This design comes from an exercise in tuning for a short achievable clock period and few clock cycles per item on the open sky130 flow, not from production work.
In this exercise RTL edits were held to simulation tests only and were not proved equivalent to the original.
The clock port is modelled as an ideal driver; clocking choices that lean on that would not hold on a real chip.
Power figures rest on the tool's default switching activity, not on a simulated workload.

`design/flow/config.mk`:
```
export PLATFORM = sky130hd
export DESIGN_NAME = dnp3_rx
export DESIGN_NICKNAME = dnp3_rx
export VERILOG_FILES = /design/flow/design.v
export SDC_FILE = /design/flow/constraint.sdc
export NUM_CORES = 4
export LEC_CHECK = 0
export ABC_CLOCK_PERIOD_IN_PS = 2000
export CAP_MARGIN = 20
export CORE_MARGIN = 2
export CORE_UTILIZATION = 65
export PLACE_DENSITY = 0.75
export SLEW_MARGIN = 20
export SYNTH_HIERARCHICAL = 1
```
`design/flow/standard.sh`:
```
#!/bin/bash
# synth_recipe.tcl (not shown) runs the flow's synth.tcl, then flattens the netlist and writes it again
# the make line also repeats each setting of config.mk as NAME=value (left out here)
make -C /OpenROAD-flow-scripts/flow DESIGN_CONFIG=/design/flow/config.mk WORK_HOME=/design/flow/orfs CLKGATE_MAP_FILE= SYNTH_SCRIPT=/design/flow/synth_recipe.tcl "${@:-finish}"
```
`design/flow/design.v`:
```
module dnp3_rx (
    input  wire        clk,
    input  wire        rst,
    input  wire        cmd_valid,
    output reg         cmd_ready,
    input  wire [8:0]  cmd_len,
    input  wire        in_valid,
    output reg         in_ready,
    input  wire [31:0] in_data,
    output reg         res_valid,
    output reg  [3:0]  res_err,
    output reg  [16:0] res_mask,
    output reg  [6:0]  res_sum,
    output reg  [4:0]  res_nblk,
    output reg  [7:0]  res_len,
    output reg  [7:0]  res_ctrl,
    output reg  [15:0] res_dst,
    output reg  [15:0] res_src
);
    localparam [3:0] E_OK       = 4'd0,
                     E_LENGTH   = 4'd1,
                     E_INTEGRITY= 4'd3,
                     E_CLEN     = 4'd4,
                     E_RANGE    = 4'd6,
                     E_BADFNC   = 4'd8,
                     E_ADDRESS  = 4'd9,
                     E_STARTMARK= 4'd10;
    localparam [15:0] RES1 = 16'hD2BD,
                      RES2 = 16'hE3B5,
                      RES3 = 16'h1AA2,
                      RES4 = 16'h66C5;
    function [14:0] beat_class;
        input [8:0] p;
        input       last;
        input [1:0] k;
        input       r1, r2, r3;
        reg         split, endb, chk;
        reg  [3:0]  emask, nmask, dn, pd;
        reg  [1:0]  esel;
        begin
            split = p[2] && !last;
            endb  = p[6] && !last;
            chk   = last || split || endb;
            if (last) begin
                esel = k;
                case (k)
                    2'd1:    emask = 4'b0001;
                    2'd2:    emask = 4'b0011;
                    2'd3:    emask = 4'b0111;
                    default: emask = 4'b1111;
                endcase
            end else if (split) begin
                esel = 2'd2;  emask = 4'b0011;
            end else if (endb) begin
                esel = 2'd0;  emask = 4'b1111;
            end else begin
                esel = 2'd0;  emask = 4'b0000;
            end
            nmask = (last || endb) ? 4'b0000 : split ? 4'b1100 : 4'b1111;
            pd = (p[7] || p[2]) ? 4'b1000 :
                 (p[8] || p[3]) ? 4'b0100 :
                 (p[0] || p[4]) ? 4'b0010 : 4'b0001;
            if (r1)                         dn = 4'b0001;
            else if (r2 && !pd[0])          dn = 4'b0010;
            else if (r3 && (pd[3] | pd[2])) dn = 4'b0100;
            else                            dn = pd;
            beat_class = {chk, emask, esel, nmask, dn};
        end
    endfunction
    reg         in_v1, cmd_v1;
    reg  [31:0] in_d1;
    reg  [8:0]  cmd_len1;
    wire        cmd_x = cmd_valid & cmd_ready;
    always @(posedge clk) begin
        in_d1    <= in_data;
        cmd_len1 <= cmd_len;
        if (rst) begin
            in_v1  <= 1'b0;
            cmd_v1 <= 1'b0;
        end else begin
            in_v1  <= in_valid & in_ready;
            cmd_v1 <= cmd_x;
        end
    end
    localparam integer FW = 1 + 1 + 15 + 2 + 7 + 4 + 8 + 1;
    reg  [FW-1:0] fq [0:1];
    reg         fq_wp, fq_rp;
    reg  [1:0]  fq_cnt;
    reg         zpend;           
    wire [6:0]  c_nb   = cmd_len1[8:2] + {6'd0, |cmd_len1[1:0]};
    wire        c_zero = (cmd_len1 == 9'd0);
    wire        c_b1   = (c_nb == 7'd1);
    wire [6:0]  c_r2   = c_nb - 7'd2;    
    wire [14:0] c_cls0 = beat_class(9'b1, c_b1, cmd_len1[1:0],
                                    c_nb == 7'd2, c_nb == 7'd3, c_nb == 7'd4);
    wire [7:0]  c_ex   = cmd_len1[7:0] - 8'd5;    
    wire        c_range = (cmd_len1 >= 9'd10) && (cmd_len1 <= 9'd292);
    wire [FW-1:0] c_ent = {c_zero, c_b1, c_cls0, cmd_len1[1:0], c_r2,
                           c_nb == 7'd2, c_nb == 7'd3, c_nb == 7'd4,
                           c_nb == 7'd5, c_ex, c_range};
    wire [FW-1:0] h_ent = fq[fq_rp];
    wire        h_z    = h_ent[FW-1];
    wire        h_b1   = h_ent[FW-2];
    wire [14:0] h_cls0 = h_ent[FW-3 -: 15];
    wire [1:0]  h_k    = h_ent[FW-18 -: 2];
    wire [6:0]  h_r2   = h_ent[FW-20 -: 7];
    wire        h_n2   = h_ent[12];
    wire        h_n3   = h_ent[11];
    wire        h_n4   = h_ent[10];
    wire        h_n5   = h_ent[9];
    wire [7:0]  h_ex   = h_ent[8:1];
    wire        h_range = h_ent[0];
    wire        h_ne   = (fq_cnt != 2'd0);
    reg         nf;         
    reg         nsec;       
    reg  [8:0]  np;         
    reg  [6:0]  nrem;       
    reg         nlast;      
    reg         nr1, nr2, nr3, nr4;   
    reg  [14:0] ncls;       
    reg  [1:0]  fk;         
    reg  [4:0]  fblk;       
    reg  [7:0]  fex;        
    reg         frange;     
    wire        bv     = in_v1;
    wire        first  = nf;
    wire [14:0] cls    = first ? h_cls0 : ncls;
    wire        chk    = cls[14];
    wire [3:0]  emask  = cls[13:10];
    wire [1:0]  esel   = cls[9:8];
    wire [3:0]  nmask  = cls[7:4];
    wire [3:0]  dn     = cls[3:0];
    wire        last   = first ? h_b1 : nlast;
    wire [4:0]  blk    = first ? 5'd0 : fblk;
    wire [7:0]  ex     = first ? h_ex : fex;
    wire [8:0]  p_c    = first ? 9'b1 : np;
    wire [1:0]  k_c    = first ? h_k : fk;
    wire        rng    = first ? h_range : frange;
    wire        tile_c = rng && !(p_c[2] && (k_c == 2'd3 || k_c == 2'd0)) &&
                                !(p_c[7] && (k_c == 2'd1 || k_c == 2'd2));
    wire [1:0]  k_f    = first ? h_k : fk;
    wire [8:0]  p_n    = first ? 9'b10 : {np[7:0], np[8]};
    wire [6:0]  rem_n  = first ? h_r2 : nrem - 7'd1;
    wire        last_n = first ? h_n2 : nr1;
    wire        r1_n   = first ? h_n3 : nr2;
    wire        r2_n   = first ? h_n4 : nr3;
    wire        r3_n   = first ? h_n5 : nr4;
    wire [14:0] cls_n  = beat_class(p_n, last_n, k_f, r1_n, r2_n, r3_n);
    wire        retire0 = nf && h_ne && h_z;      
    wire        pop     = (bv && first) || retire0;
    wire        push    = cmd_v1;
    reg         v2, chk2, tok2, tile2, first2, sec2;
    reg  [31:0] d2;
    reg  [3:0]  emask2, nmask2, dn2;
    reg  [1:0]  esel2;
    reg  [4:0]  nblk2, blk2;
    reg  [7:0]  ex2;
    always @(posedge clk) begin
        if (push) fq[fq_wp] <= c_ent;
        d2     <= in_d1;
        emask2 <= emask;
        nmask2 <= nmask;
        dn2    <= dn;
        esel2  <= esel;
        first2 <= bv && first;
        sec2   <= bv && nsec && !first;
        blk2  <= blk;
        nblk2 <= blk + 5'd1;
        ex2   <= ex;
        tile2 <= bv && tile_c;
        if (bv) begin
            np    <= p_n;
            nrem  <= rem_n;
            nlast <= last_n;
            nr1   <= r1_n;
            nr2   <= r2_n;
            nr3   <= r3_n;
            nr4   <= first ? (h_r2 == 7'd4) : (nrem == 7'd5);
            ncls  <= cls_n;
            fk    <= k_f;
            frange <= rng;
            fblk  <= chk ? blk + 5'd1 : blk;
            fex   <= chk ? ex - 8'd2 : ex;
            nsec  <= first && !last;
        end
        if (rst) begin
            fq_wp  <= 1'b0;
            fq_rp  <= 1'b0;
            fq_cnt <= 2'd0;
            zpend  <= 1'b0;
            nf     <= 1'b1;
            v2     <= 1'b0;
            chk2   <= 1'b0;
            tok2   <= 1'b0;
            cmd_ready <= 1'b1;
            in_ready  <= 1'b0;
        end else begin
            in_ready <= 1'b1;
            if (push) fq_wp <= !fq_wp;
            if (pop)  fq_rp <= !fq_rp;
            fq_cnt <= fq_cnt + {1'b0, push} - {1'b0, pop};
            zpend  <= (push && c_zero) || (zpend && !retire0);
            cmd_ready <= !cmd_x && !(push && c_zero) && !(zpend && !retire0) &&
                         ({1'b0, fq_cnt} + {2'd0, push} < 3'd2);
            if (bv) nf <= last;
            v2   <= bv;
            chk2 <= bv && chk;
            tok2 <= (bv && last) || retire0;
        end
    end
    wire [15:0] lt_w [0:3][0:4];
    genvar gl, gd;
    generate
        for (gl = 0; gl < 4; gl = gl + 1) begin : g_lane
            for (gd = 0; gd < 5; gd = gd + 1) begin : g_dist
                dnp3_rx_lane #(.LN(gl), .D(gd)) u_map (
                    .b(d2[8*gl +: 8]), .y(lt_w[gl][gd]));
            end
        end
    endgenerate
    reg  [15:0] nl_w [0:3];
    reg  [15:0] el_w [0:3];
    integer li;
    always @(*) begin
        for (li = 0; li < 4; li = li + 1) begin
            el_w[li] = {16{emask2[li]}} & lt_w[li][0];
            nl_w[li] = ({16{nmask2[li] & dn2[0]}} & lt_w[li][1]) |
                       ({16{nmask2[li] & dn2[1]}} & lt_w[li][2]) |
                       ({16{nmask2[li] & dn2[2]}} & lt_w[li][3]) |
                       ({16{nmask2[li] & dn2[3]}} & lt_w[li][4]);
        end
    end
    reg         v3, chk3, tok3, tile3;
    reg  [15:0] nl3 [0:3];
    reg  [15:0] el3 [0:3];
    reg  [1:0]  esel3;
    reg  [4:0]  nblk3, blk3;
    reg  [7:0]  ex3;
    reg         hstart;
    reg  [7:0]  hlen, hctrl;
    reg  [15:0] hdst, hsrc;
    always @(posedge clk) begin
        for (li = 0; li < 4; li = li + 1) begin
            nl3[li] <= nl_w[li];
            el3[li] <= el_w[li];
        end
        esel3 <= esel2;
        blk3  <= blk2;
        nblk3 <= nblk2;
        ex3   <= ex2;
        tile3 <= tile2;
        if (first2) begin
            hstart <= (d2[15:0] == 16'h6405);
            hlen   <= d2[23:16];
            hctrl  <= d2[31:24];
        end
        if (sec2) begin
            hdst <= d2[15:0];
            hsrc <= d2[31:16];
        end
        if (rst) begin
            v3   <= 1'b0;
            chk3 <= 1'b0;
            tok3 <= 1'b0;
        end else begin
            v3   <= v2;
            chk3 <= chk2;
            tok3 <= tok2;
        end
    end
    reg         hf_len, hf_fnc, hf_fcv, hf_res, hf_srcff, hf_eq, hf_start;
    wire        prm      = hctrl[6];
    wire [3:0]  fnc      = hctrl[3:0];
    always @(posedge clk) begin
        hf_len   <= (hlen < 8'd5);
        hf_fnc   <= !(prm ? (fnc == 4'd0 || fnc == 4'd1 || fnc == 4'd2 ||
                             fnc == 4'd3 || fnc == 4'd4 || fnc == 4'd9)
                          : (fnc == 4'd0 || fnc == 4'd1 || fnc == 4'd11));
        hf_fcv   <= prm && (hctrl[4] != ((fnc == 4'd2) || (fnc == 4'd3)));
        hf_res   <= !prm && hctrl[5];
        hf_srcff <= (hsrc == 16'hFFFF);
        hf_eq    <= (hdst == hsrc);
        hf_start <= hstart;
    end
    reg  [15:0] acc;
    reg  [15:0] x4;
    reg         chk4, tok4, tile4, start_ok4, lenfail4, hbad4;
    reg  [4:0]  blk4;
    reg  [2:0]  hidx4;
    reg  [3:0]  errnc4;
    reg  [7:0]  hlen4, hctrl4;
    reg  [15:0] hdst4, hsrc4;
    reg  [4:0]  nblk4;
    wire [15:0] nsum = nl3[0] ^ nl3[1] ^ nl3[2] ^ nl3[3];
    wire [15:0] eres = (esel3 == 2'd1) ? RES1 : (esel3 == 2'd2) ? RES2 :
                       (esel3 == 2'd3) ? RES3 : RES4;
    wire [15:0] esum = el3[0] ^ el3[1] ^ el3[2] ^ el3[3] ^ eres;
    reg  [2:0]  hidx;
    reg  [3:0]  herr;
    always @(*) begin
        hidx = 3'd0;
        herr = E_OK;
        if (hf_len) begin
            hidx = 3'd1; herr = E_RANGE;
        end else if (hf_fnc) begin
            hidx = 3'd2; herr = E_BADFNC;
        end else if (hf_fcv) begin
            hidx = 3'd3; herr = E_RANGE;
        end else if (hf_res) begin
            hidx = 3'd4; herr = E_RANGE;
        end else if (hf_srcff) begin
            hidx = 3'd5; herr = E_ADDRESS;
        end else if (hf_eq) begin
            hidx = 3'd6; herr = E_ADDRESS;
        end
    end
    always @(posedge clk) begin
        if (v3)
            acc <= (chk3 ? 16'd0 : acc) ^ nsum;
        x4        <= acc ^ esum;
        blk4      <= blk3;
        nblk4     <= nblk3;
        tile4     <= tile3;
        start_ok4 <= hf_start;
        lenfail4  <= (hlen != ex3);
        hidx4     <= hidx;
        hbad4     <= (hidx != 3'd0);
        errnc4    <= !tile3 ? E_LENGTH : !hf_start ? E_STARTMARK :
                     (hidx != 3'd0) ? herr : (hlen != ex3) ? E_CLEN : E_OK;
        hlen4     <= hlen;
        hctrl4    <= hctrl;
        hdst4     <= hdst;
        hsrc4     <= hsrc;
        if (rst) begin
            acc  <= 16'd0;
            chk4 <= 1'b0;
            tok4 <= 1'b0;
        end else begin
            chk4 <= chk3;
            tok4 <= tok3;
        end
    end
    reg  [16:0] macc;       
    reg         macc_any;
    wire        fail4   = chk4 && (x4 != 16'd0);
    wire [16:0] bit4    = 17'd1 << blk4;
    wire [16:0] maskf   = macc | (bit4 & {17{fail4}});
    wire        crcfail = macc_any || fail4;
    always @(posedge clk) begin
        if (rst) begin
            macc      <= 17'd0;
            macc_any  <= 1'b0;
            res_valid <= 1'b0;
        end else begin
            macc      <= tok4 ? 17'd0 : maskf;
            macc_any  <= !tok4 && crcfail;
            res_valid <= tok4;
        end
        res_err  <= (tile4 && start_ok4 && crcfail) ? E_INTEGRITY : errnc4;
        res_mask <= tile4 ? maskf : 17'd0;
        res_sum  <= (tile4 && start_ok4) ?
                    {hidx4, 1'b0, lenfail4, hbad4, crcfail} : 7'd0;
        res_nblk <= tile4 ? nblk4 : 5'd0;
        res_len  <= tile4 ? hlen4 : 8'd0;
        res_ctrl <= tile4 ? hctrl4 : 8'd0;
        res_dst  <= tile4 ? hdst4 : 16'd0;
        res_src  <= tile4 ? hsrc4 : 16'd0;
    end
endmodule
module dnp3_rx_lane #(
    parameter integer LN = 0,
    parameter integer D  = 0
) (
    input  wire [7:0]  b,
    output wire [15:0] y
);
    function [15:0] crcb;
        input [15:0] s;
        input [7:0]  v;
        integer j;
        reg [15:0] c;
        begin
            c = s ^ {8'd0, v};
            for (j = 0; j < 8; j = j + 1)
                c = c[0] ? ((c >> 1) ^ 16'hA6BC) : (c >> 1);
            crcb = c;
        end
    endfunction
    function [15:0] lane_term;
        input [7:0] v;
        integer i;
        reg [15:0] c;
        begin
            c = 16'd0;
            for (i = 0; i < 4; i = i + 1)
                c = crcb(c, (i == LN) ? v : 8'd0);
            for (i = 0; i < 4 * D; i = i + 1)
                c = crcb(c, 8'd0);
            lane_term = c;
        end
    endfunction
    assign y = lane_term(b);
endmodule
```
`design/flow/flow/run.sh`:
```
#!/bin/bash
set -euo pipefail
export SETUP_SLACK_MARGIN=5.6
export POST_CTS_TCL="$PWD/flow/clock_top.tcl"
bash standard.sh > standard.log 2>&1
```
`design/flow/constraint.sdc`:
```
create_clock -name core_clock -period 8.0 [get_ports {clk}]
set_input_delay 1.6000 -clock core_clock [delete_from_list [all_inputs] [get_ports {clk}]]
set_output_delay 1.6000 -clock core_clock [all_outputs]
set_load 0.01 [all_outputs]
```
`design/flow/flow/clock_top.tcl`:
```
# Rebuild the top of the clock tree that CTS made. CTS gives a root buffer,
# one H-tree level of buffers and the leaf buffers that drive the flip-flops.
# Here the root and H-tree buffers are replaced by NROOT buffers placed next
# to the clock port, each driving the leaf buffers of one part of the die, so
# every flip-flop's clock passes two buffers instead of three. The leaf
# buffers' flip-flop clusters are kept as CTS made them.
proc rebuild_clock_top {nroot} {
  set db [ord::get_db]
  set block [ord::get_db_block]
  set clknet [$block findNet clk]
  set master [$db findMaster sky130_fd_sc_hd__clkbuf_16]

  # walk the buffer tree from the clock port: a buffer that drives a
  # flip-flop is a leaf; one that drives buffers is above the leaves; cells
  # whose output drives nothing are CTS's dummy loads
  set tree {}
  set leaves {}
  set front [list $clknet]
  while {[llength $front]} {
    set next {}
    foreach net $front {
      foreach it [$net getITerms] {
        if {[$it isOutputSignal]} continue
        set inst [$it getInst]
        set on "NULL"
        foreach ot [$inst getITerms] {
          if {[$ot isOutputSignal] && [$ot getNet] ne "NULL"} { set on [$ot getNet] }
        }
        if {$on eq "NULL"} { lappend tree $inst; continue }
        if {![string match "sky130_fd_sc_hd__clkbuf_*" [[$inst getMaster] getName]]} {
          error "clock top: unexpected cell [$inst getName] in the clock tree"
        }
        set nff 0
        foreach lt [$on getITerms] {
          if {[$lt getInst] == $inst} continue
          if {[string match "*__*df*" [[[$lt getInst] getMaster] getName]]} { incr nff }
        }
        if {$nff > 0} {
          lappend leaves $inst
        } else {
          lappend tree $inst
          lappend next $on
        }
      }
    }
    set front $next
  }
  puts "clock top: [llength $tree] root/H-tree/dummy buffers, [llength $leaves] leaf buffers"

  # leaf buffers' inputs are left unconnected for now
  foreach leaf $leaves { [$leaf findITerm A] disconnect }
  foreach inst $tree {
    set nets {}
    foreach it [$inst getITerms] {
      if {[$it getNet] ne "NULL" && [$it isOutputSignal]} { lappend nets [$it getNet] }
      $it disconnect
    }
    odb::dbInst_destroy $inst
    foreach on $nets {
      if {[llength [$on getITerms]] == 0 && [llength [$on getBTerms]] == 0} { odb::dbNet_destroy $on }
    }
  }

  # clock port position, pulled inside the core
  set bt [$block findBTerm clk]
  set bb [$bt getBBox]
  set px [expr {([$bb xMin] + [$bb xMax]) / 2}]
  set py [expr {([$bb yMin] + [$bb yMax]) / 2}]
  set core [$block getCoreArea]
  set px [expr {max([$core xMin], min([$core xMax] - 20000, $px))}]
  set py [expr {max([$core yMin], min([$core yMax] - 5440, $py))}]

  # split the leaves into nroot groups by angle around the die centre
  set die [$block getDieArea]
  set cx [expr {([$die xMin] + [$die xMax]) / 2.0}]
  set cy [expr {([$die yMin] + [$die yMax]) / 2.0}]
  set keyed {}
  foreach leaf $leaves {
    set b [$leaf getBBox]
    set x [expr {([$b xMin] + [$b xMax]) / 2.0}]
    set y [expr {([$b yMin] + [$b yMax]) / 2.0}]
    lappend keyed [list [expr {atan2($y - $cy, $x - $cx)}] $leaf]
  }
  set keyed [lsort -real -index 0 $keyed]
  set n [llength $keyed]
  for {set r 0} {$r < $nroot} {incr r} {
    set inst [odb::dbInst_create $block $master "clkbuf_root_${r}_clk"]
    $inst setLocation $px $py
    $inst setPlacementStatus PLACED
    [$inst findITerm A] connect $clknet
    set net [odb::dbNet_create $block "clknet_root_${r}_clk"]
    $net setSigType CLOCK
    [$inst findITerm X] connect $net
    set lo [expr {($n * $r) / $nroot}]
    set hi [expr {($n * ($r + 1)) / $nroot}]
    for {set i $lo} {$i < $hi} {incr i} {
      [[lindex $keyed $i 1] findITerm A] connect $net
    }
    puts "clock top: [$inst getName] drives [expr {$hi - $lo}] leaf buffers"
  }
  # a lightly loaded leaf is faster as clkbuf_8, and loads its root less
  set m8 [$db findMaster sky130_fd_sc_hd__clkbuf_8]
  set n8 0
  foreach leaf $leaves {
    set on [[$leaf findITerm X] getNet]
    if {[llength [$on getITerms]] <= 21} { $leaf swapMaster $m8; incr n8 }
  }
  puts "clock top: $n8 leaf buffers resized to clkbuf_8"
  global_connect
}

# Run as ORFS's POST_CTS_TCL hook, after CTS and its timing repair.
rebuild_clock_top 4
detailed_placement
check_placement -verbose
estimate_parasitics -placement
report_clock_latency
```
==> results of run 1 <==
## layout by cell type (no fill, tap or decap), types with 15 or more instances in the layout
master	count
dfxtp_1	445
xnor2_1	383
edfxtp_1	160
xor2_1	149
and2_1	131
a22oi_1	129
nand2_1	113
nor2_1	82
clkbuf_8	65
buf_2	55
xnor3_1	49
buf_4	48
clkdlybuf4s50_1	43
o21ai_0	41
inv_1	38
mux2i_1	31
dfxtp_2	31
buf_6	29
a21oi_1	28
nor2b_1	27
nand2b_1	23
ha_1	17
xnor2_2	15
a32oi_1	15
xor3_1	15
## metrics by stage
stage          util, %  instances  power [W]  instance area [sq um]  setup slack (ns)
2_1_floorplan        -       2303    0.00557                  27800              5.60
3_3_place_gp      69.5       2843    0.00599                  29200              4.64
3_5_place_dp      69.5       2843    0.00604                  29200              4.56
5_1_grt           73.1       2966    0.00864                  30700              5.51
6_report          73.1       2968    0.00826                  30700              5.54
## per-layer routing
metal  up-vias  part of all wire (%)  GRT usage (%)
met4         2                   2.6           5.82
li1       7807                     -              -
met5         -                 0.030              0
met2       484                    48           41.6
met3        90                   5.6           2.67
met1      7777                    44           35.2
## final cells by class, clock buffers not listed
class	count	area, sq um
Sequential cell	641	14500
Multi-Input combinational cell	1454	12400
Fill cell	2864	11300
Timing Repair Buffer	181	1500
Tap cell	539	674
Clock inverter	28	355
Inverter	42	158
Buffer	4	100
Antenna cell	2	5.00
## power by group
group          internal (W)  switching, W
clock               0.00116       0.00110
sequential          0.00374      0.000245
combinational       0.00100       0.00102
## cell families after synthesis
family,count (synthesis)
xor gates and xnor gates,652
DFF,641
and+or+nand+nor,476
AOI/OAI and AO/OA,252
buffers and inverters,208
muxes,41
adders and majority gates,19
other,4
## how the worst max path moves through the flow
stage	slack, ns	end	depth (start not counted)
finish	5.54	res_ctrl[7]	1
floorplan	5.60	macc[4]	4
global placement	4.64	macc[6]	5
detailed placement	4.56	macc[6]	5
global route	5.51	res_src[7]	1
## sequential cells by signal, summed over array words and instances, names as in the netlist, 17 cells and up, named ones only
signal,flops
in_d1,32
d2,32
macc,17
fq,60
res_mask,17
nl3,64
el3,64
==> summary.md, run 1 <==
| Metric | Value |
|---|---|
| Top FF cell, synth | `dfxtp_1` |
| Synth area leaders | `dfxtp_1, edfxtp_1, xnor2_1, xor2_1, xnor3_1` |
| CP max stage cell | `dfxtp_1` |
| Least-Margin Pin Slew | `0.897 ns` |
| YS warnings | `35` |
| Drt first pass iters | `5` |
| Worst hold path class | `flop to flop` |
| Clock skew | `0.0481 ns` |
| Dpl hpwl | `36800 um` |
| Area growth from synthesis to layout | `10.9%` |
| Max IR drop VDD | `678 uV` |
| Reg clk slew, reported paths | `0.10 ns` |
| Slew headroom | `40.1%` |
| Fin crit period | `2.46 ns` |
| Post-synthesis sequential area ratio | `52.2%` |
| CP Cell Sequence | `buf_2` |
| CP startpoint | `res_ctrl[7]` |
| DR WL/cell | `19.0 um` |
| RR Startpoint | `cmd_len1[0]` |
| Mux share of post-synthesis cell area | `1.62%` |
| Vias in the first global route | `15700` |
| Compound-Gate Fraction of Synth Area | `6.41%` |
| Post-Route WL | `56500 um` |
| Height of the die | `210 um` |
| Via density | `5.44` |
| Initial DRC Count | `1364` |
| Count of final max-slew check failures | `0` |
| Die area | `44200 sq um` |
| Leakage power | `12.3 nW` |
| Synth Area in Simple Gates | `9.07%` |
| Number of synthesized flops with an enable pin | `160` |
| Routability cong. | `0.847` |
| Worst Path Max Fanout | `1` |
| Slack of the worst reg-to-reg path | `5.67 ns` |
| Worst path max stage delay | `0.32 ns` |
| Hold_sp | `in_d1[3]` |
| Die width | `210 um` |
| Synth Area in Adders | `0.859%` |
| FF-to-FF End | `fq[1][23]` |
| Initial Utilization | `65.9%` |
| CP startpoint kind | `flop` |
| CTS Sinks | `641` |
| Total Routing Usage GR | `24.9%` |
| Endpoints failing hold | `0` |
| Share of post-route cells with drive strength above 1 | `15.2%` |
| R2R cell count | `10` |
| Antenna violations before repair | `2` |
| Mean area per synthesized cell | `12.1 sq um` |
| Crit path max-delay family | `flip-flops` |
| Pwr Density | `269 nW/um^2` |
| Remaining Overflow, GRT | `0` |
| Post-synthesis xor/xnor area fraction | `26.1%` |
| Unrepaired setup endpoints after global routing | `true` |
| Clk latency of the worst-skew pair | `0.42 ns` |
| Cell count of the worst hold path | `0` |
| Largest family of logic cells by synthesized area | `XOR/XNOR gates` |
| Port Buf Inserts | `127` |
| Post-synth top area share | `34.8%` |
| Final period utilization | `30.7%` |
| CP bufs+invs | `1` |
| Synthesized cell area | `27700 sq um` |
| Hold path endpoint | `d2[3]` |
| Ports | `129` |
| #FFs+latches synth | `641` |
| CORE AREA | `41900 sq um` |
| Most frequent cells after synthesis | `dfxtp_1, xnor2_1, edfxtp_1` |
| Arrival time at the worst endpoint | `0.86 ns` |
| Vias | `16200` |
| Drc violations | `0` |
| Final setup viols | `0` |
| Pin count of the biggest net entering global routing | `80` |
| Maximum capacitance violations | `0` |
| Area leader, netlist | `dfxtp_1` |
| CP Capture Type | `output port` |
| Final TNS setup | `0 ns` |
| Syn Inst Count | `2293` |
| Fmax | `407 MHz` |
| Antenna Nets Post-Route | `0` |
| NumNets Final | `2447` |
| Top-count cell post-synth | `dfxtp_1` |
| CP required | `6.40 ns` |
| Crit Path Class | `flop to output port` |
| Unique masters post-synth | `75` |
| CTS tree | `built` |
| Worst hold slack | `0.318 ns` |
| Status | `complete, no violations` |
| First-pass GRT wire length | `86900 um` |
| Async SR Flop Fraction | `0%` |
| Row count | `75` |
Testbench counts, summed over its fixed seeds: cycles 12,403, frames 320.
==> run 2, diff against run 1 <==
==> design/flow/flow/run.sh (replaced) <==
#!/bin/bash
set -euo pipefail
export SETUP_SLACK_MARGIN=6.0
export POST_CTS_TCL="$PWD/flow/clock_top.tcl"
bash standard.sh > standard.log 2>&1
--- a/design/flow/config.mk
+++ b/design/flow/config.mk
@@ -8,7 +8,7 @@
 export ABC_CLOCK_PERIOD_IN_PS = 2000
 export CAP_MARGIN = 20
 export CORE_MARGIN = 2
-export CORE_UTILIZATION = 65
-export PLACE_DENSITY = 0.75
+export CORE_UTILIZATION = 70
+export PLACE_DENSITY = 0.8
 export SLEW_MARGIN = 20
 export SYNTH_HIERARCHICAL = 1
==> run 2 against run 1 <==
  * Synthesized area unchanged
  * Combinational power increased by 9.9%
  * Fmax increased by 0.30%
  * Wire length increased by 8.7%
  * Via count increased by 4.5%
  * Total power increased by 0.59%
  * Largest power group unchanged
  * Core utilization increased by 7.7 points
  * Sequential share of layout area decreased by 1.0 points
  * Clock power decreased by 7%
  * Hold slack improved by 0.0063 ns
  * Critical path type unchanged
==> summary.md, run 2 <==
| Metric | Value |
|---|---|
| Share of post-route cells with drive strength above 1 | `17.8% (was 15.2%)` |
| Synth area leaders | `dfxtp_1, edfxtp_1, xnor2_1, xor2_1, xnor3_1 (unchanged)` |
| Max IR drop VDD | `695 uV (was 678 uV)` |
| Vias in the first global route | `16600 (was 15700)` |
| CP Capture Type | `output port (unchanged)` |
| Slack of the worst reg-to-reg path | `5.84 ns (was 5.67 ns)` |
| Worst path max stage delay | `0.32 ns (about the same)` |
| Sequential power share | `47.9% (was 48.2%)` |
| Port Buf Inserts | `127 (unchanged)` |
| CP bufs+invs | `1 (unchanged)` |
| Pin count of the biggest net entering global routing | `80 (unchanged)` |
| Final TNS setup | `0 ns (unchanged)` |
| Gate power share | `26.8% (was 24.4%)` |
| Unrepaired setup endpoints after global routing | `true (unchanged)` |
| Commonest non-fill, non-tap cell in the layout | `dfxtp_1 (unchanged)` |
| Fmax | `408 MHz (was 407 MHz)` |
| Mean area per synthesized cell | `12.1 sq um (unchanged)` |
| Post-placement cell area | `29200 sq um (about the same)` |
| Clock Power Share | `25.3% (was 27.4%)` |
| Antenna Nets Post-Route | `0 (unchanged)` |
| Multi-input combinational cell area | `12800 sq um (was 12400 sq um)` |
| Post-Route WL | `61400 um (was 56500 um)` |
| Top FF cell, synth | `dfxtp_1 (unchanged)` |
| Die width | `203 um (was 210 um)` |
| CP startpoint kind | `flop (unchanged)` |
| Number of synthesized flops with an enable pin | `160 (unchanged)` |
| Remaining Overflow, GRT | `0 (unchanged)` |
| CTS Sinks | `641 (unchanged)` |
| Post-synth top area share | `34.8% (unchanged)` |
| Worst hold slack | `0.324 ns (was 0.318 ns)` |
| Top-count cell post-synth | `dfxtp_1 (unchanged)` |
| Drt first pass iters | `6 (was 5)` |
| Worst hold path class | `flop to flop (unchanged)` |
| Post-Layout Inst Area | `31400 sq um (was 30700 sq um)` |
| CP required | `6.40 ns (about the same)` |
| CORE AREA | `38800 sq um (was 41900 sq um)` |
| Pwr Density | `265 nW/um^2 (was 269 nW/um^2)` |
| Die area | `41100 sq um (was 44200 sq um)` |
| Drc violations | `0 (unchanged)` |
| Synthesized cell area | `27700 sq um (unchanged)` |
| Initial Utilization | `71.2% (was 65.9%)` |
| Async SR Flop Fraction | `0% (unchanged)` |
| Final period utilization | `30.7% (about the same)` |
| Total Routing Usage GR | `28.4% (was 24.9%)` |
| CP Cell Sequence | `buf_2 (unchanged)` |
| Most frequent cells in the layout | `dfxtp_1, xnor2_1, edfxtp_1 (unchanged)` |
| Area growth from synthesis to layout | `13.5% (was 10.9%)` |
| Switch Pwr | `0.00246 W (was 0.00236 W)` |
| Biggest regs | `el3: 64 flops, nl3: 64 flops, fq: 60 flops (unchanged)` |
| Worst Path Max Fanout | `1 (unchanged)` |
| CP max stage cell | `dfxtp_2 (was dfxtp_1)` |
| Status | `complete, no violations (unchanged)` |
| Final setup viols | `0 (unchanged)` |
| Endpoints failing hold | `0 (unchanged)` |
| Height of the die | `203 um (was 210 um)` |
| Clock skew | `0.0307 ns (was 0.0481 ns)` |
| Post-synthesis sequential area ratio | `52.2% (unchanged)` |
| Syn Inst Count | `2293 (unchanged)` |
| NumNets Final | `2485 (was 2447)` |
| Most frequent cells after synthesis | `dfxtp_1, xnor2_1, edfxtp_1 (unchanged)` |
| Least-Margin Pin Slew | `1.01 ns (was 0.897 ns)` |
| Clk latency of the worst-skew pair | `0.41 ns (was 0.42 ns)` |
| Reg clk slew, reported paths | `0.09 ns (was 0.10 ns)` |
| Leakage power | `12.6 nW (was 12.3 nW)` |
| Arrival time at the worst endpoint | `0.85 ns (was 0.86 ns)` |
| #FFs+latches synth | `641 (unchanged)` |
| Fin crit period | `2.45 ns (was 2.46 ns)` |
| Crit Path Class | `flop to output port (unchanged)` |
| Routability cong. | `0.903 (was 0.847)` |
| Slew headroom | `32.8% (was 40.1%)` |
| Fill count | `2276 (was 2864)` |
| Maximum capacitance violations | `0 (unchanged)` |
| Row count | `72 (was 75)` |
| DR WL/cell | `20.6 um (was 19.0 um)` |
| Initial DRC Count | `1325 (was 1364)` |
| Antenna violations before repair | `2 (unchanged)` |
| Ports | `129 (unchanged)` |
| YS warnings | `35 (unchanged)` |
| Switching part of the total | `29.6% (was 28.6%)` |
| Count of final max-slew check failures | `0 (unchanged)` |
| Register Area | `14500 sq um (about the same)` |
| Cell internal pwr | `0.00585 W (was 0.00590 W)` |
| Area leader, netlist | `dfxtp_1 (unchanged)` |
| CTS tree | `built (unchanged)` |
| # diodes | `0 (was 2)` |
| Via density | `5.66 (was 5.44)` |
| Crit path max-delay family | `flip-flops (unchanged)` |
| Vias | `16900 (was 16200)` |
| Dpl hpwl | `36600 um (was 36800 um)` |
| First-pass GRT wire length | `92100 um (was 86900 um)` |
| Unique masters post-synth | `75 (unchanged)` |
-- run 2: changes by cell type in the layout (fill, tap and decap cells not counted), sizes merged --
cell / change
clkinv: +7
clkinvlp: +2
inv: -4
buf: +37
dlymetal6s2s: -1
bufbuf: +3
diode: -2
bufinv: -2
clkbuf: -4
-- run 2: cells by family (layout without fill, tap and decap cells) --
group	count (synthesis)	in the layout	share of synthesized area, %
other	4	14	0.0543
and+or+nand+nor	476	476	9.07
buffers and inverters	208	370	3.66
xor gates and xnor gates	652	652	26.1
adders and majority gates	19	19	0.859
AOI/OAI and AO/OA	252	252	6.41
muxes	41	41	1.62
DFF	641	641	52.2
-- run 2: final timing paths --
path	from	endpoint	depth (start not counted)
max	res_mask[16]	res_mask[16]	1
min	in_d1[11]	d2[11]	0
max reg2reg	cmd_len1[1]	fq[1][30]	12
min reg2reg	in_d1[11]	d2[11]	0
-- run 2: cell type report, clock buffers not listed --
cell class              instances  share of cell area, %
repair buffers                220                   6.47
clock inverters                31                  0.988
plain buffers                   4                  0.319
flip-flops and latches        641                   46.2
multi-input cells            1454                   40.6
inverters                      42                  0.562
well taps                     518                   2.06
-- run 2: per-layer routing --
| metal | GRT usage [%] | routed length, um |
|---|---|---|
| met1 | 38.5 | 25600 |
| met2 | 49.0 | 30200 |
| met3 | 3.15 | 3920 |
| met4 | 6.93 | 1740 |
| met5 | 0 | 27 |
-- run 2: power groups by stage --
stage          sequential [W]  clock (W)  combinational [W]
2_1_floorplan         0.00398          0            0.00160
3_3_place_gp          0.00404          0            0.00195
3_5_place_dp          0.00406          0            0.00199
5_1_grt               0.00402    0.00226            0.00237
6_report              0.00398    0.00210            0.00222
-- run 2: metrics by stage --
step,total power [W],instances,utilization (%),worst slack (ns)
after floorplan,0.00558,2303,-,5.58
after global placement,0.00599,2818,75.2,4.82
after detailed placement,0.00605,2818,75.2,4.72
after global routing,0.00865,2983,80.9,5.50
final,0.00831,2983,80.9,5.55
==> run 3, diff against run 2 <==
--- a/design/flow/design.v
+++ b/design/flow/design.v
@@ -149,25 +149,22 @@
     wire        retire0 = nf && h_ne && h_z;      
     wire        pop     = (bv && first) || retire0;
     wire        push    = cmd_v1;
-    reg         v2, chk2, tok2, tile2, first2, sec2;
-    reg  [31:0] d2;
-    reg  [3:0]  emask2, nmask2, dn2;
-    reg  [1:0]  esel2;
-    reg  [4:0]  nblk2, blk2;
-    reg  [7:0]  ex2;
+    wire        v2     = bv;
+    wire        chk2   = bv && chk;
+    wire        tok2   = (bv && last) || retire0;
+    wire        tile2  = bv && tile_c;
+    wire        first2 = bv && first;
+    wire        sec2   = bv && nsec && !first;
+    wire [31:0] d2     = in_d1;
+    wire [3:0]  emask2 = emask;
+    wire [3:0]  nmask2 = nmask;
+    wire [3:0]  dn2    = dn;
+    wire [1:0]  esel2  = esel;
+    wire [4:0]  blk2   = blk;
+    wire [4:0]  nblk2  = blk + 5'd1;
+    wire [7:0]  ex2    = ex;
     always @(posedge clk) begin
         if (push) fq[fq_wp] <= c_ent;
-        d2     <= in_d1;
-        emask2 <= emask;
-        nmask2 <= nmask;
-        dn2    <= dn;
-        esel2  <= esel;
-        first2 <= bv && first;
-        sec2   <= bv && nsec && !first;
-        blk2  <= blk;
-        nblk2 <= blk + 5'd1;
-        ex2   <= ex;
-        tile2 <= bv && tile_c;
         if (bv) begin
             np    <= p_n;
             nrem  <= rem_n;
@@ -189,9 +186,6 @@
             fq_cnt <= 2'd0;
             zpend  <= 1'b0;
             nf     <= 1'b1;
-            v2     <= 1'b0;
-            chk2   <= 1'b0;
-            tok2   <= 1'b0;
             cmd_ready <= 1'b1;
             in_ready  <= 1'b0;
         end else begin
@@ -203,9 +197,6 @@
             cmd_ready <= !cmd_x && !(push && c_zero) && !(zpend && !retire0) &&
                          ({1'b0, fq_cnt} + {2'd0, push} < 3'd2);
             if (bv) nf <= last;
-            v2   <= bv;
-            chk2 <= bv && chk;
-            tok2 <= (bv && last) || retire0;
         end
     end
     wire [15:0] lt_w [0:3][0:4];
--- a/design/flow/config.mk
+++ b/design/flow/config.mk
@@ -8,7 +8,7 @@
 export ABC_CLOCK_PERIOD_IN_PS = 2000
 export CAP_MARGIN = 20
 export CORE_MARGIN = 2
-export CORE_UTILIZATION = 70
-export PLACE_DENSITY = 0.8
+export CORE_UTILIZATION = 78
+export PLACE_DENSITY = 0.88
 export SLEW_MARGIN = 20
 export SYNTH_HIERARCHICAL = 1
==> run 3 against run 2 <==
  * Still clean
  * Total power shrank 1.7%
  * Global-route usage is 12 points higher
  * Setup slack worse by 0.046 ns
  * Flip-flop and latch count down 68
  * Critical path type unchanged
  * Highest routed layer is now met4
==> summary.md, run 3 <==
| Metric | Value |
|---|---|
| Status | `complete, no violations (unchanged)` |
| Height of the die | `187 um (was 203 um)` |
| CORE AREA | `33300 sq um (was 38800 sq um)` |
| Post-synth top area share | `31.6% (was 34.8%)` |
| Switch Pwr | `0.00268 W (was 0.00246 W)` |
| GR Layer Usage met2 | `68.9% (was 49.0%)` |
| Endpoints failing hold | `0 (unchanged)` |
| Drt first pass iters | `6 (unchanged)` |
| Fmax | `400 MHz (was 408 MHz)` |
| YS warnings | `35 (unchanged)` |
| Pin count of the biggest net entering global routing | `77 (was 80)` |
| Top-count cell post-synth | `dfxtp_1 (unchanged)` |
| Async SR Flop Fraction | `0% (unchanged)` |
| Antenna violations before repair | `1 (was 2)` |
| CTS Sinks | `573 (was 641)` |
| Routability cong. | `0.855 (was 0.903)` |
| Port Buf Inserts | `127 (unchanged)` |
| Gate power share | `29.8% (was 26.8%)` |
| Pwr Density | `267 nW/um^2 (was 265 nW/um^2)` |
| Arrival time at the worst endpoint | `0.90 ns (was 0.85 ns)` |
| Dpl hpwl | `36400 um (was 36600 um)` |
| Syn Inst Count | `2136 (was 2293)` |
| CTS tree | `built (unchanged)` |
| Most frequent cells in the layout | `xnor2_1, dfxtp_1, edfxtp_1 (was dfxtp_1, xnor2_1, edfxtp_1)` |
| Area growth from synthesis to layout | `16.9% (was 13.5%)` |
| Total Routing Usage GR | `40.7% (was 28.4%)` |
| CP bufs+invs | `1 (unchanged)` |
| Biggest regs | `el3: 64 flops, nl3: 64 flops, fq: 60 flops (unchanged)` |
| Die area | `35000 sq um (was 41100 sq um)` |
| Clk latency of the worst-skew pair | `0.41 ns (about the same)` |
| Unrepaired setup endpoints after global routing | `true (unchanged)` |
| Most frequent cells after synthesis | `dfxtp_1, xnor2_1, edfxtp_1 (unchanged)` |
| Share of post-route cells with drive strength above 1 | `23.0% (was 17.8%)` |
| Number of synthesized flops with an enable pin | `160 (unchanged)` |
| #FFs+latches synth | `573 (was 641)` |
| Worst path max stage delay | `0.37 ns (was 0.32 ns)` |
| Least-Margin Pin Slew | `1.06 ns (was 1.01 ns)` |
| Antenna Nets Post-Route | `0 (unchanged)` |
| Post-synthesis sequential area ratio | `49.9% (was 52.2%)` |
| Post-Layout Cell Count | `2802 (was 2983)` |
| Ports | `129 (unchanged)` |
| R2R cell count | `10 (was 12)` |
| Remaining Overflow, GRT | `0 (unchanged)` |
| Via density | `6.71 (was 5.66)` |
| Initial Utilization | `78.7% (was 71.2%)` |
| Top FF cell, synth | `dfxtp_1 (unchanged)` |
| Sequential power share | `44.6% (was 47.9%)` |
| Leakage power | `12.2 nW (was 12.6 nW)` |
| Post-Route WL | `81700 um (was 61400 um)` |
| Initial DRC Count | `2568 (was 1325)` |
| Vias in the first global route | `18200 (was 16600)` |
| CP max stage cell | `dfxtp_2 (unchanged)` |
| Area leader, netlist | `dfxtp_1 (unchanged)` |
| Row count | `67 (was 72)` |
| WP depth | `1 (unchanged)` |
| First-pass GRT wire length | `109000 um (was 92100 um)` |
| NumNets Final | `2380 (was 2485)` |
| Worst hold path class | `flop to flop (unchanged)` |
| Max IR drop VDD | `409 uV (was 695 uV)` |
| DR WL/cell | `29.1 um (was 20.6 um)` |
| Final setup viols | `0 (unchanged)` |
| Clock Power Share | `25.6% (was 25.3%)` |
| Crit path max-delay family | `flip-flops (unchanged)` |
| Fin crit period | `2.50 ns (was 2.45 ns)` |
| Commonest non-fill, non-tap cell in the layout | `xnor2_1 (was dfxtp_1)` |
| Maximum capacitance violations | `0 (unchanged)` |
| Mean area per synthesized cell | `12.3 sq um (was 12.1 sq um)` |
| CP Cell Sequence | `buf_6 (was buf_2)` |
| Power, Total | `0.00817 W (was 0.00831 W)` |
| Final TNS setup | `0 ns (unchanged)` |
| Reg clk slew, reported paths | `0.10 ns (was 0.09 ns)` |
| Met1 Use GR | `52.2% (was 38.5%)` |
| CP required | `6.40 ns (about the same)` |
| Grt peak-use layer | `met2 (unchanged)` |
| Synth area leaders | `dfxtp_1, edfxtp_1, xnor2_1, xor2_1, xnor3_1 (unchanged)` |
| Cell internal pwr | `0.00549 W (was 0.00585 W)` |
| Placed instance count | `2591 (was 2818)` |
| Final period utilization | `31.2% (was 30.7%)` |
| Drc violations | `0 (unchanged)` |
| Switching part of the total | `32.8% (was 29.6%)` |
| CP startpoint kind | `flop (unchanged)` |
| Worst Path Max Fanout | `1 (unchanged)` |
| Crit Path Class | `flop to output port (unchanged)` |
| Met3 Track Usage GR | `6.17% (was 3.15%)` |
| CP Capture Type | `output port (unchanged)` |
| Synthesized cell area | `26200 sq um (was 27700 sq um)` |
| Die width | `187 um (was 203 um)` |
| Worst hold slack | `0.328 ns (was 0.324 ns)` |
| Vias | `18800 (was 16900)` |
| Count of final max-slew check failures | `0 (unchanged)` |
| Slew headroom | `29.4% (was 32.8%)` |
| Cell count of the worst hold path | `0 (unchanged)` |
| Unique masters post-synth | `71 (was 75)` |
| Clock skew | `0.0405 ns (was 0.0307 ns)` |
## run 3: layout make-up, clock buffers not listed
cell class | count | area [sq um]
fillers | 1092 | 2690
clock inverters | 18 | 198
flip-flops and latches | 573 | 13200
well taps | 448 | 561
multi-input cells | 1373 | 12700
diodes | 1 | 2.50
inverters | 45 | 199
plain buffers | 4 | 100
repair buffers | 266 | 2630
## run 3: logic make-up after synthesis
group / count (synthesis) / synth area share, %
flops: 573 / 49.9
fa+ha+maj: 19 / 0.908
compound gates: 242 / 7.33
xor+xnor: 653 / 27.7
other cells: 4 / 0.0573
simple gates: 403 / 8.64
mux: 40 / 1.69
buf+inv: 202 / 3.77
## run 3: worst paths after layout
check / startpoint / to / slack (ns)
worst max-delay path: res_mask[2] / res_mask[2] / 5.50
worst min-delay path: hctrl[7] / hctrl4[7] / 0.33
worst max register to register: cmd_len1[0] / fq[0][23] / 5.77
worst min register to register: hctrl[7] / hctrl4[7] / 0.33
## run 3: power groups by stage
stage | Sequential (W) | Clock (W) | Combinational (W)
after floorplan | 0.00359 | 0 | 0.00159
after global placement | 0.00369 | 0 | 0.00188
after detailed placement | 0.00370 | 0 | 0.00194
after global routing | 0.00365 | 0.00217 | 0.00250
final | 0.00364 | 0.00209 | 0.00244
## run 3: layer usage
metal  routed length [um]  vias to the layer above  share of wire, %
met3                 9030                      477                11
li1                     -                     7546                 -
met1                28100                     9026                34
met4                 5940                        0               7.3
met5                    0                        -                 0
met2                38600                     1761                47
## run 3: through the flow
step	setup slack [ns]	cell area (sq um)	utilization [%]
final	5.50	30600	91.9
after global routing	5.50	30600	91.9
after detailed placement	5.08	27600	83.0
after global placement	5.13	27600	83.0
after floorplan	5.77	26500	-
Testbench counts of run 3, summed over its fixed seeds: cycles 12,395, frames 320.
==> run 4, diff against run 3 <==
--- a/design/flow/config.mk
+++ b/design/flow/config.mk
@@ -8,7 +8,7 @@
 export ABC_CLOCK_PERIOD_IN_PS = 2000
 export CAP_MARGIN = 20
 export CORE_MARGIN = 2
-export CORE_UTILIZATION = 78
-export PLACE_DENSITY = 0.88
+export CORE_UTILIZATION = 70
+export PLACE_DENSITY = 0.8
 export SLEW_MARGIN = 20
 export SYNTH_HIERARCHICAL = 1
==> run 4 against run 3 <==
  * Largest cell class unchanged
  * Highest routed layer unchanged
  * Sequential share of layout area is 0.25 points higher
  * Synthesized area stayed put
  * Still clean
  * Global-route usage is 11 points lower
  * Clock skew is 0.011 ns lower
  * Sequential power hardly changed
  * Register-to-register slack better by 0.07 ns
  * Fmax is 1.8% higher
  * Synthesized cell count stayed put
==> summary.md, run 4 <==
| Metric | Value |
|---|---|
| Status | `complete, no violations (unchanged)` |
| Final TNS setup | `0 ns (unchanged)` |
| Worst Path Max Fanout | `1 (unchanged)` |
| Unrepaired setup endpoints after global routing | `true (unchanged)` |
| CP Capture Type | `output port (unchanged)` |
| Biggest regs | `el3: 64 flops, nl3: 64 flops, fq: 60 flops (unchanged)` |
| Slew headroom | `30.2% (was 29.4%)` |
| Fin crit period | `2.45 ns (was 2.50 ns)` |
| Synthesized cell area | `26200 sq um (unchanged)` |
| Syn Inst Count | `2136 (unchanged)` |
| Mean area per synthesized cell | `12.3 sq um (unchanged)` |
| Most frequent cells after synthesis | `dfxtp_1, xnor2_1, edfxtp_1 (unchanged)` |
| Multi-input combinational cell area | `12600 sq um (was 12700 sq um)` |
| Initial Utilization | `71.3% (was 78.7%)` |
| Top-count cell post-synth | `dfxtp_1 (unchanged)` |
| Port Buf Inserts | `127 (unchanged)` |
| Via density | `5.69 (was 6.71)` |
| Antenna Nets Post-Route | `0 (unchanged)` |
| Async SR Flop Fraction | `0% (unchanged)` |
| Register Area | `13200 sq um (about the same)` |
| Endpoints failing hold | `0 (unchanged)` |
| Maximum capacitance violations | `0 (unchanged)` |
| Sequential power share | `45.7% (was 44.6%)` |
| Dpl hpwl | `35000 um (was 36400 um)` |
| Count of final max-slew check failures | `0 (unchanged)` |
| Top FF cell, synth | `dfxtp_1 (unchanged)` |
| Die area | `39000 sq um (was 35000 sq um)` |
| Pwr Density | `260 nW/um^2 (was 267 nW/um^2)` |
| Area leader, netlist | `dfxtp_1 (unchanged)` |
| Final period utilization | `30.7% (was 31.2%)` |
| Synth Area in Adders | `0.908% (unchanged)` |
| Routability cong. | `0.878 (was 0.855)` |
| Post-synth top area share | `31.6% (unchanged)` |
| Post-Route WL | `60200 um (was 81700 um)` |
| #FFs+latches synth | `573 (unchanged)` |
| Drt first pass iters | `6 (unchanged)` |
| # diodes | `0 (was 1)` |
| Area growth from synthesis to layout | `15.8% (was 16.9%)` |
| CP bufs+invs | `1 (unchanged)` |
| Crit Path Class | `flop to output port (unchanged)` |
| Switching part of the total | `29.4% (was 32.8%)` |
| Clk latency of the worst-skew pair | `0.40 ns (was 0.41 ns)` |
| Clock Power Share | `26.6% (was 25.6%)` |
| Mux share of post-synthesis cell area | `1.69% (unchanged)` |
| Share of post-route cells with drive strength above 1 | `21.0% (was 23.0%)` |
| Antenna violations before repair | `0 (was 1)` |
| Vias | `16000 (was 18800)` |
| Drc violations | `0 (unchanged)` |
| CTS Sinks | `573 (unchanged)` |
| Gate power share | `27.8% (was 29.8%)` |
| CP startpoint kind | `flop (unchanged)` |
| PnR worst setup slack | `5.55 ns (was 5.50 ns)` |
| Compound-Gate Fraction of Synth Area | `7.33% (unchanged)` |
| Arrival time at the worst endpoint | `0.85 ns (was 0.90 ns)` |
| DR WL/cell | `21.3 um (was 29.1 um)` |
| Crit path max-delay family | `flip-flops (unchanged)` |
| Number of synthesized flops with an enable pin | `160 (unchanged)` |
| Ports | `129 (unchanged)` |
| Most frequent cells in the layout | `xnor2_1, dfxtp_1, edfxtp_1 (unchanged)` |
| Height of the die | `197 um (was 187 um)` |
| CP Cell Sequence | `buf_6 (unchanged)` |
| Leakage power | `12.2 nW (about the same)` |
| Total Routing Usage GR | `29.5% (was 40.7%)` |
| Reg clk slew, reported paths | `0.08 ns (was 0.10 ns)` |
| Max IR drop VDD | `478 uV (was 409 uV)` |
| NumNets Final | `2375 (was 2380)` |
| Worst path max stage delay | `0.36 ns (was 0.37 ns)` |
| Unique masters post-synth | `71 (unchanged)` |
| CORE AREA | `36700 sq um (was 33300 sq um)` |
| First-pass GRT wire length | `88900 um (was 109000 um)` |
| Post-synthesis sequential area ratio | `49.9% (unchanged)` |
| Synth Area in Simple Gates | `8.64% (unchanged)` |
| Pin count of the biggest net entering global routing | `77 (unchanged)` |
| Pre-CTS setup slack | `5.09 ns (was 5.08 ns)` |
| Fill count | `2026 (was 1092)` |
| Die width | `197 um (was 187 um)` |
| Remaining Overflow, GRT | `0 (unchanged)` |
| Synth area leaders | `dfxtp_1, edfxtp_1, xnor2_1, xor2_1, xnor3_1 (unchanged)` |
| Row count | `70 (was 67)` |
| Commonest non-fill, non-tap cell in the layout | `xnor2_1 (unchanged)` |
| CTS tree | `built (unchanged)` |
| Least-Margin Pin Slew | `1.04 ns (was 1.06 ns)` |
| YS warnings | `35 (unchanged)` |
| Cell internal pwr | `0.00558 W (was 0.00549 W)` |
| Initial DRC Count | `1207 (was 2568)` |
| Switch Pwr | `0.00232 W (was 0.00268 W)` |
| Clock skew | `0.0296 ns (was 0.0405 ns)` |
| Post-synthesis xor/xnor area fraction | `27.7% (unchanged)` |
| Fmax | `407 MHz (was 400 MHz)` |
| Worst hold path class | `flop to flop (unchanged)` |
| Final setup viols | `0 (unchanged)` |
| Vias in the first global route | `15700 (was 18200)` |
| CP max stage cell | `dfxtp_2 (unchanged)` |
| CP required | `6.40 ns (about the same)` |
| Largest family of logic cells by synthesized area | `XOR/XNOR gates (unchanged)` |
[run 4: cell types whose count changed in the layout (fill, tap and decap cells not counted), moves of 4 or more]
cell	before	now
buf_6	73	36
buf_2	29	63
dfxtp_1	335	367
dfxtp_2	54	23
clkbuf_16	6	12
clkinv_2	5	11
a21oi_1	36	41
a21oi_2	8	3
nor2_1	81	86
buf_4	95	91
clkbuf_8	63	59
nor2_2	9	5
[run 4: final timing paths]
path                from  cells after the start        end  slack (ns)
max            res_valid                      1  res_valid        5.55
max reg2reg  cmd_len1[1]                     12  fq[1][34]        5.84
min              blk3[1]                      0    blk4[1]        0.33
min reg2reg      blk3[1]                      0    blk4[1]        0.33
[run 4: worst register-to-register path, stage by stage (launching register included)]
cell      delay (ns)
dfxtp_4         0.36
clkinv_4        0.05
ha_4            0.13
inv_2           0.04
ha_4            0.17
ha_4            0.18
buf_6           0.12
nor3_4          0.14
a41oi_4         0.07
nor2_4          0.31
clkinv_4        0.11
buf_12          0.16
nor3_4          0.19
[run 4: layout make-up, clock buffers not listed]
cell class	count	area share (%)
buffer	4	0.330
clock inverter	21	0.862
inverter	45	0.631
multi-input combinational	1373	41.7
sequential	573	43.5
tap	468	1.93
timing repair buffer	261	7.84
[run 4: logic make-up after synthesis]
group	after synthesis
xor+xnor	653
compound gates	242
mux	40
fa+ha+maj	19
other cells	4
buf+inv	202
flops	573
simple gates	403
[run 4: routing by layer]
| metal | global-route usage [%] | part of all wire, % | up-vias | wire, um |
|---|---|---|---|---|
| met5 | 0 | 0 | - | 0 |
| met4 | 9.19 | 2.9 | 0 | 1720 |
| met3 | 3.18 | 6.6 | 90 | 3990 |
| met2 | 49.2 | 48 | 569 | 29000 |
| met1 | 40.8 | 42 | 7833 | 25500 |
| li1 | - | - | 7539 | - |
[run 4: stage by stage]
step	cell area, sq um	utilization [%]	hold slack [ns]	power [W]	instances
floorplan	26500	-	0.310	0.00518	2146
global placement	27600	75.3	0.312	0.00558	2610
detailed placement	27600	75.3	0.313	0.00564	2611
global route	30300	82.6	0.334	0.00820	2819
finish	30300	82.6	0.333	0.00790	2819
[run 4: power by group through the flow]
stage	Clock [W]	Combinational, W	Sequential (W)
after floorplan	0	0.00159	0.00359
after global placement	0	0.00188	0.00371
after detailed placement	0	0.00193	0.00372
final	0.00210	0.00219	0.00361
after global routing	0.00223	0.00235	0.00363
==> run 5, diff against run 4 <==
--- a/design/flow/flow/clock_top.tcl
+++ b/design/flow/flow/clock_top.tcl
@@ -1,6 +1,7 @@
 # Rebuild the top of the clock tree that CTS made. CTS gives a root buffer,
 # one H-tree level of buffers and the leaf buffers that drive the flip-flops.
-# Here the root and H-tree buffers are replaced by NROOT buffers placed next
+# Here the root and H-tree buffers are replaced by NROOT buffers (buf_16,
+# which drives the long root wires faster than clkbuf_16) placed next
 # to the clock port, each driving the leaf buffers of one part of the die, so
 # every flip-flop's clock passes two buffers instead of three. The leaf
 # buffers' flip-flop clusters are kept as CTS made them.
@@ -8,7 +9,7 @@
   set db [ord::get_db]
   set block [ord::get_db_block]
   set clknet [$block findNet clk]
-  set master [$db findMaster sky130_fd_sc_hd__clkbuf_16]
+  set master [$db findMaster sky130_fd_sc_hd__buf_16]
 
   # walk the buffer tree from the clock port: a buffer that drives a
   # flip-flop is a leaf; one that drives buffers is above the leaves; cells
@@ -98,14 +99,14 @@
     }
     puts "clock top: [$inst getName] drives [expr {$hi - $lo}] leaf buffers"
   }
-  # a lightly loaded leaf is faster as clkbuf_8, and loads its root less
-  set m8 [$db findMaster sky130_fd_sc_hd__clkbuf_8]
+  # a lightly loaded leaf is faster as buf_8, and loads its root less
+  set m8 [$db findMaster sky130_fd_sc_hd__buf_8]
   set n8 0
   foreach leaf $leaves {
     set on [[$leaf findITerm X] getNet]
     if {[llength [$on getITerms]] <= 21} { $leaf swapMaster $m8; incr n8 }
   }
-  puts "clock top: $n8 leaf buffers resized to clkbuf_8"
+  puts "clock top: $n8 leaf buffers resized to buf_8"
   global_connect
 }
 
==> run 5 against run 4 <==
  * Final area rose by 0.34%
  * Clock power rose by 9%
  * Die area did not move
  * Hold slack got worse by 0.0026 ns
  * Global-route usage rose by 0.061 points
  * Wire length rose by 0.71%
  * Via count rose by 1.2%
  * Synthesized cell count did not move
  * Critical path depth did not move
  * Sequential share of layout area fell by 0.15 points
  * Synthesized area did not move
  * Critical endpoint unchanged
  * Largest cell class unchanged
==> summary.md, run 5 <==
| Metric | Value |
|---|---|
| R2R cell count | `12 (unchanged)` |
| Endpoints failing hold | `0 (unchanged)` |
| CP required | `6.40 ns (about the same)` |
| Crit path max-delay family | `flip-flops (unchanged)` |
| Die area | `39000 sq um (unchanged)` |
| Max IR drop VDD | `799 uV (was 478 uV)` |
| Drc violations | `0 (unchanged)` |
| Fmax | `411 MHz (was 407 MHz)` |
| Multi-input combinational cell area | `12700 sq um (was 12600 sq um)` |
| Fill count | `1968 (was 2026)` |
| Worst path max stage delay | `0.36 ns (about the same)` |
| Worst Path Max Fanout | `1 (unchanged)` |
| Total Routing Usage GR | `29.5% (about the same)` |
| Arrival time at the worst endpoint | `0.83 ns (was 0.85 ns)` |
| CP Cell Sequence | `buf_6 (unchanged)` |
| Post-Route WL | `60600 um (was 60200 um)` |
| Row count | `70 (unchanged)` |
| CP Capture Type | `output port (unchanged)` |
| FF-to-FF End | `fq[1][34] (unchanged)` |
| Via density | `5.76 (was 5.69)` |
| Die width | `197 um (unchanged)` |
| Post-Layout Cell Count | `2820 (was 2819)` |
| Drt first pass iters | `5 (was 6)` |
| Antenna violations before repair | `0 (unchanged)` |
| Unique masters post-synth | `71 (unchanged)` |
| Pin count of the biggest net entering global routing | `77 (unchanged)` |
| #FFs+latches synth | `573 (unchanged)` |
| Count of final max-slew check failures | `0 (unchanged)` |
| Port Buf Inserts | `127 (unchanged)` |
| Clock skew | `0.0288 ns (was 0.0296 ns)` |
| Worst hold slack | `0.330 ns (was 0.333 ns)` |
| Slew headroom | `29.7% (was 30.2%)` |
| YS warnings | `35 (unchanged)` |
| Vias | `16200 (was 16000)` |
| Most frequent cells in the layout | `xnor2_1, dfxtp_1, edfxtp_1 (unchanged)` |
| CTS Sinks | `573 (unchanged)` |
| Area leader, netlist | `dfxtp_1 (unchanged)` |
| Power, Total | `0.00810 W (was 0.00790 W)` |
| CTS tree | `built (unchanged)` |
| Clk latency of the worst-skew pair | `0.37 ns (was 0.40 ns)` |
| Dpl hpwl | `35000 um (unchanged)` |
| Area growth from synthesis to layout | `16.2% (was 15.8%)` |
| RR Startpoint | `cmd_len1[1] (unchanged)` |
| Async SR Flop Fraction | `0% (unchanged)` |
| Ports | `129 (unchanged)` |
| CP max stage cell | `dfxtp_2 (unchanged)` |
| Mean area per synthesized cell | `12.3 sq um (unchanged)` |
| Initial DRC Count | `1303 (was 1207)` |
| Final setup viols | `0 (unchanged)` |
| Initial Utilization | `71.3% (unchanged)` |
| Pwr Density | `266 nW/um^2 (was 260 nW/um^2)` |
| Slack of the worst reg-to-reg path | `5.82 ns (was 5.84 ns)` |
| Hold_sp | `blk3[1] (unchanged)` |
| Top-count cell post-synth | `dfxtp_1 (unchanged)` |
| NumNets Final | `2376 (was 2375)` |
| Height of the die | `197 um (unchanged)` |
| DR WL/cell | `21.5 um (was 21.3 um)` |
| Syn Inst Count | `2136 (unchanged)` |
| First-pass GRT wire length | `89100 um (was 88900 um)` |
| CP bufs+invs | `1 (unchanged)` |
| Maximum capacitance violations | `0 (unchanged)` |
| Worst hold path class | `flop to flop (unchanged)` |
| Status | `complete, no violations (unchanged)` |
| Routability cong. | `0.878 (unchanged)` |
| Antenna Nets Post-Route | `0 (unchanged)` |
| Cell count of the worst hold path | `0 (unchanged)` |
| Post-synthesis sequential area ratio | `49.9% (unchanged)` |
| # diodes | `0 (unchanged)` |
| Biggest regs | `el3: 64 flops, nl3: 64 flops, fq: 60 flops (unchanged)` |
| Register Area | `13200 sq um (unchanged)` |
| CORE AREA | `36700 sq um (unchanged)` |
| Fin crit period | `2.43 ns (was 2.45 ns)` |
| Placed instance count | `2611 (unchanged)` |
| Remaining Overflow, GRT | `0 (unchanged)` |
| Leakage power | `12.3 nW (was 12.2 nW)` |
| Most frequent cells after synthesis | `dfxtp_1, xnor2_1, edfxtp_1 (unchanged)` |
| CP startpoint kind | `flop (unchanged)` |
| Commonest non-fill, non-tap cell in the layout | `xnor2_1 (unchanged)` |
| Crit Path Class | `flop to output port (unchanged)` |
| Synth area leaders | `dfxtp_1, edfxtp_1, xnor2_1, xor2_1, xnor3_1 (unchanged)` |
| Post-synth top area share | `31.6% (unchanged)` |
| Share of post-route cells with drive strength above 1 | `21.1% (was 21.0%)` |
| Least-Margin Pin Slew | `1.05 ns (was 1.04 ns)` |
| Top FF cell, synth | `dfxtp_1 (unchanged)` |
| Vias in the first global route | `15800 (was 15700)` |
| Hold path endpoint | `blk4[1] (unchanged)` |
| Final TNS setup | `0 ns (unchanged)` |
| Unrepaired setup endpoints after global routing | `true (unchanged)` |
| Reg clk slew, reported paths | `0.07 ns (was 0.08 ns)` |
| Final period utilization | `30.4% (was 30.7%)` |
| Synthesized cell area | `26200 sq um (unchanged)` |
| Number of synthesized flops with an enable pin | `160 (unchanged)` |
==> run 5: cell counts after synthesis <==
Identical to the previous run, type by type.
==> run 5: metal layers <==
layer	track usage [%]	vias up	wire length (um)
li1	-	7559	-
met3	3.24	95	4290
met5	0	-	0
met4	9.22	0	1750
met1	40.9	7956	25100
met2	49.3	620	29500
==> run 5: report_power, final <==
group,switching (W),internal [W],leakage [nW],total (W)
logic,0.00107,0.00113,6.65,0.00220
registers,0.000245,0.00337,4.90,0.00361
clock network,0.00107,0.00121,0.698,0.00229
==> run 5: final cells by class, clock buffers not listed <==
class                      count  area share (%)
multi-input combinational   1374            41.6
inverter                      45           0.629
sequential                   573            43.3
tap                          468            1.92
buffer                         4           0.362
timing repair buffer         261            7.87
clock inverter                21           0.860
==> run 5: metrics by stage <==
stage / instance area (sq um) / util, % / setup slack [ns]
after floorplan: 26500 / - / 5.77
after global placement: 27600 / 75.3 / 5.09
after detailed placement: 27600 / 75.3 / 5.09
after global routing: 30400 / 82.9 / 5.55
final: 30400 / 82.9 / 5.57
==> run 5: cells by family after synthesis <==
logic type	Yosys count	synth area share [%]
other	4	0.0573
XOR/XNOR	653	27.7
AND/OR/NAND/NOR	403	8.64
multiplexers	40	1.69
adder cells (fa/ha/maj)	19	0.908
flip-flops	573	49.9
buffers and inverters	202	3.77
AO/OA/AOI/OAI	242	7.33
==> run 5: how the worst max path moves through the flow <==
stage               from        end  cells past startpoint
2_1_floorplan        rst   macc[10]                      4
6_report       res_valid  res_valid                      1
3_5_place_dp         rst    macc[6]                      4
3_3_place_gp         rst   macc_any                      4
5_1_grt        res_valid  res_valid                      1

-- what the ideal ports hide --
In the flow no input, the clock included, has a driving cell. The finished layouts below were timed again as built, in two steps.
Step 1 assumes that a clkbuf_16 drives the clock port and a buf_2 every other input.
Step 2 times the ports against the registers' clock, not the clock port: input delays grow and output delays shrink by t, the midpoint of the rising clock arrivals with the driver on.
Slacks: no drivers / after step 1 / after step 2; pairs: no drivers / after step 1.
| run | t, ns | setup WS [ns] | worst setup path after step 2 | slew at the worst register clock pin (ns) | worst slew at a driven data input, ns |
|---|---|---|---|---|---|
| run 1 | 0.447 | 5.540 / 5.488 / 5.195 | input to register | 0.10 / 0.10 | 0.04 |
| run 2 | 0.445 | 5.548 / 5.493 / 5.376 | input to register | 0.09 / 0.09 | 0.05 |
| run 3 | 0.454 | 5.502 / 5.443 / 5.533 | input to register | 0.11 / 0.11 | 0.08 |
| run 4 | 0.435 | 5.545 / 5.492 / 5.600 | input to register | 0.10 / 0.10 | 0.04 |
| run 5 | 0.435 | 5.566 / 5.487 / 5.617 | input to register | 0.09 / 0.09 | 0.04 |
After both steps every run listed still meets setup and hold. The setup slack of run 1, which loses most, moves by -0.052 ns with the drivers and by -0.345 ns with both steps.
